From an optimization exercise on the open Yosys and OpenROAD flow, aimed at small area; shortcuts taken in it are not production practice. Function was checked by simulation only, so behaviour that the tests miss may differ from the original. The flow treats the clock pin as an ideal source, which a real chip does not have. Power and IR drop assume default switching activity.

Setup of main:
## ycpu_core
module ycpu_core (
    input  wire        clk,
    input  wire        rst,           
    output reg         bus_req,
    output reg         bus_we,
    output reg  [1:0]  bus_sel,       
    output reg  [14:0] bus_addr,
    output reg  [7:0]  bus_wdata,
    input  wire        bus_ack,
    input  wire        bus_err,
    input  wire [7:0]  bus_rdata,
    output wire        halted,
    output wire        fault,
    output wire [7:0]  pc_out
);
Settings: LEC_CHECK=0, CAP_MARGIN=20, CORE_MARGIN=2, CORE_UTILIZATION=60, GPL_TIMING_DRIVEN=0, SLEW_MARGIN=20; clock period 15.0 ns.
standard.sh (not shown) runs the stock make flow with config.mk's settings and CLKGATE_MAP_FILE= SYNTH_SCRIPT=/design/flow/synth_recipe.tcl, a recipe that flattens the netlist after the stock synthesis.
==> flow/flow/run.sh <==
#!/bin/bash
set -euo pipefail
WORK="$(cd "$(dirname "${BASH_SOURCE[0]}")/.." && pwd)"
cd "$WORK"
R="$WORK/orfs/results/$FLOW_PLATFORM/ycpu_core/base"
YOSYS="$FLOW_HOME/../tools/install/yosys/bin/yosys"
LIB="$FLOW_HOME/platforms/$FLOW_PLATFORM/lib/sky130_fd_sc_hd__tt_025C_1v80.lib"

bash standard.sh synth > "$WORK/log_1_standard_synth.log" 2>&1

cp "$R/1_2_yosys.v" "$WORK/netlist_standard.v"
python3 "$WORK/flow/cutregs.py" "$WORK/netlist_standard.v" "$WORK/cut_standard.v" > "$WORK/log_3_cut.log" 2>&1
export REOPT_LIB="$LIB" REOPT_IN="$WORK/netlist_standard.v" REOPT_TOP="$FLOW_TOP" \
       REOPT_IN_CUT="$WORK/cut_standard.v"
best=""; best_area=""
for i in 1 2 3; do
  export REOPT_OUT="$WORK/netlist_reopt$i.v" REOPT_OUT_CUT="$WORK/cut_reopt$i.v" \
         REOPT_SCRIPT="$WORK/flow/reopt$i.abc"
  if "$YOSYS" -c "$WORK/flow/reopt.tcl" > "$WORK/log_2_reopt$i.log" 2>&1 &&
     python3 "$WORK/flow/cutregs.py" "$REOPT_OUT" "$REOPT_OUT_CUT" >> "$WORK/log_3_cut.log" 2>&1 &&
     "$YOSYS" -c "$WORK/flow/reopt_eq.tcl" > "$WORK/log_4_reopt_equiv$i.log" 2>&1; then
    a=$(grep "Chip area" "$WORK/log_2_reopt$i.log" | tail -1 | awk '{print $NF}')
    echo "re-mapping $i proven equivalent, area $a"
    if [[ -z "$best" ]] || awk -v a="$a" -v b="$best_area" 'BEGIN{exit !(a < b)}'; then
      best="$REOPT_OUT"; best_area="$a"
    fi
  else
    echo "re-mapping $i not used"
  fi
done
if [[ -n "$best" ]]; then
  echo "using $best (area $best_area)"
  cp "$best" "$R/1_2_yosys.v"
  rm -f "$R/1_synth.odb" "$R/1_synth.sdc"
else
  echo "keeping the standard netlist"
fi

bash standard.sh \
  "BUFFER_PORTS_ARGS=-buffer_cell sky130_fd_sc_hd__buf_1" \
  "CTS_ARGS=${CTS_ARGS_OVERRIDE:--sink_clustering_enable -repair_clock_nets -buf_list sky130_fd_sc_hd__clkbuf_8 -dont_use_dummy_load}" \
  "POST_CTS_TCL=$WORK/flow/post_cts.tcl" \
  finish > "$WORK/log_5_standard_layout.log" 2>&1
==> flow/flow/reopt.tcl <==
# Re-map the combinational logic of the standard synthesis netlist for area.
# Registers (their cells and names) are kept as they are: only the gates
# between them are re-optimised.
yosys -import
set lib $::env(REOPT_LIB)
read_liberty -ignore_miss_func $lib
read_verilog $::env(REOPT_IN)
hierarchy -top $::env(REOPT_TOP)
set ffs {}
foreach c [split [exec grep -o {sky130_fd_sc_hd__[a-z0-9_]*} $::env(REOPT_IN) | sort -u] "\n"] {
  if {[regexp {__(df|edf|sdf|dl|conb)} $c]} { lappend ffs $c }
}
puts "kept cells: $ffs"
foreach c $ffs { blackbox $c }
yosys rename -hide w:_*
flatten
yosys rename -hide w:*.*
opt_clean -purge
stat
abc -liberty $lib -script $::env(REOPT_SCRIPT) -dont_use *probe* -dont_use *lpflow*
opt_clean -purge
setundef -zero
hilomap -singleton -hicell sky130_fd_sc_hd__conb_1 HI -locell sky130_fd_sc_hd__conb_1 LO
insbuf -buf sky130_fd_sc_hd__buf_1 A X
splitnets
# left out here: clean up, hide names made inside functions
stat -liberty $lib
write_verilog -noattr -noexpr -nohex -nodec $::env(REOPT_OUT)
==> flow/flow/reopt1.abc <==
strash; dc2; &get -n; &deepsyn -T 30 -S 1; &put; dc2; dch -f; amap; topo
==> flow/flow/reopt2.abc <==
strash; dc2; &get -n; &deepsyn -T 30 -S 2; &put; dc2; dch -f; amap; topo
==> flow/flow/reopt3.abc <==
strash; dc2; &get -n; &deepsyn -T 30 -S 3; &put; dc2; dch -f; amap; topo
==> flow/flow/reopt_eq.tcl <==
# Prove the re-mapped netlist equivalent to the standard synthesis netlist:
# with the registers cut out (cutregs.py), every output and every register
# input must be the same function of the inputs and register outputs.
yosys -import
read_liberty -ignore_miss_func $::env(REOPT_LIB)
read_verilog $::env(REOPT_IN_CUT)
yosys rename $::env(REOPT_TOP) gold
read_verilog $::env(REOPT_OUT_CUT)
yosys rename $::env(REOPT_TOP) gate
flatten gold gate
opt_clean
miter -equiv -flatten -make_outputs -ignore_gold_x gold gate miter
hierarchy -top miter
sat -verify -prove trigger 0 -show-ports miter
Other scripts of this flow, unchanged in this note and not shown: flow/flow/cutregs.py, flow/flow/post_cts.tcl
main reached the end of the flow, and the finished layout is clean on the timing, DRC and antenna checks.
The inputs of the feature branch differ from those of main as listed below.
==> flow/flow/run.sh <==
#!/bin/bash
set -euo pipefail
WORK="$(cd "$(dirname "${BASH_SOURCE[0]}")/.." && pwd)"
cd "$WORK"
R="$WORK/orfs/results/$FLOW_PLATFORM/ycpu_core/base"
YOSYS="$FLOW_HOME/../tools/install/yosys/bin/yosys"
LIB="$FLOW_HOME/platforms/$FLOW_PLATFORM/lib/sky130_fd_sc_hd__tt_025C_1v80.lib"

bash standard.sh synth > "$WORK/log_1_standard_synth.log" 2>&1

cp "$R/1_2_yosys.v" "$WORK/netlist_standard.v"
export REOPT_LIB="$LIB" REOPT_IN="$WORK/netlist_standard.v" REOPT_OUT="$WORK/netlist_reopt.v" \
       REOPT_TOP="$FLOW_TOP" REOPT_SCRIPT="$WORK/flow/reopt.abc"
export REOPT_IN_CUT="$WORK/cut_standard.v" REOPT_OUT_CUT="$WORK/cut_reopt.v"
if "$YOSYS" -c "$WORK/flow/reopt.tcl" > "$WORK/log_2_reopt.log" 2>&1 &&
   python3 "$WORK/flow/cutregs.py" "$REOPT_IN" "$REOPT_IN_CUT" > "$WORK/log_3_cut.log" 2>&1 &&
   python3 "$WORK/flow/cutregs.py" "$REOPT_OUT" "$REOPT_OUT_CUT" >> "$WORK/log_3_cut.log" 2>&1 &&
   "$YOSYS" -c "$WORK/flow/reopt_eq.tcl" > "$WORK/log_4_reopt_equiv.log" 2>&1; then
  echo "re-mapped netlist proven equivalent: using it"
  cp "$WORK/netlist_reopt.v" "$R/1_2_yosys.v"
  rm -f "$R/1_synth.odb" "$R/1_synth.sdc"
else
  echo "re-mapping not used: keeping the standard netlist"
fi

bash standard.sh \
  "BUFFER_PORTS_ARGS=-buffer_cell sky130_fd_sc_hd__buf_1" \
  "CTS_ARGS=${CTS_ARGS_OVERRIDE:--sink_clustering_enable -repair_clock_nets -buf_list sky130_fd_sc_hd__clkbuf_8 -dont_use_dummy_load}" \
  "POST_CTS_TCL=$WORK/flow/post_cts.tcl" \
  finish > "$WORK/log_5_standard_layout.log" 2>&1
==> flow/flow/reopt.abc (new file) <==
strash; dc2; &get -n; &deepsyn -T 30; &put; dc2; dch -f; amap; topo
removed: flow/flow/reopt1.abc
removed: flow/flow/reopt2.abc
removed: flow/flow/reopt3.abc
### Flow results
Result: PASS for each of main and the feature branch
Diff the feature branch..main | full die area | negligible
In the feature branch, final critical-path setup slack is higher than in main.
Between the feature branch and main, it is the feature branch whose clock network fraction of total power is higher, by 4.9 points.

==> what the ideal ports hide <==
How much do the figures lean on ideal ports? The routed layouts below were timed once more, with nothing changed but the port constraints.
Step 1 assumes that a clkbuf_16 drives the clock port and a buf_2 every other input.
Step 2 times the ports against the registers' clock, not the clock port: input delays grow and output delays shrink by t, the midpoint of the rising clock arrivals with the driver on.
Three values: ideal ports, drivers, drivers and shift; two values: the first two.
run | shift t [ns] | setup slack, ns | pins driven straight from the clock port
main | 0.514 | 5.380 / 5.352 / 5.866 | 1
the feature branch | 0.535 | 6.394 / 6.367 / 6.902 | 1
After both steps setup and hold are still met in every run listed.
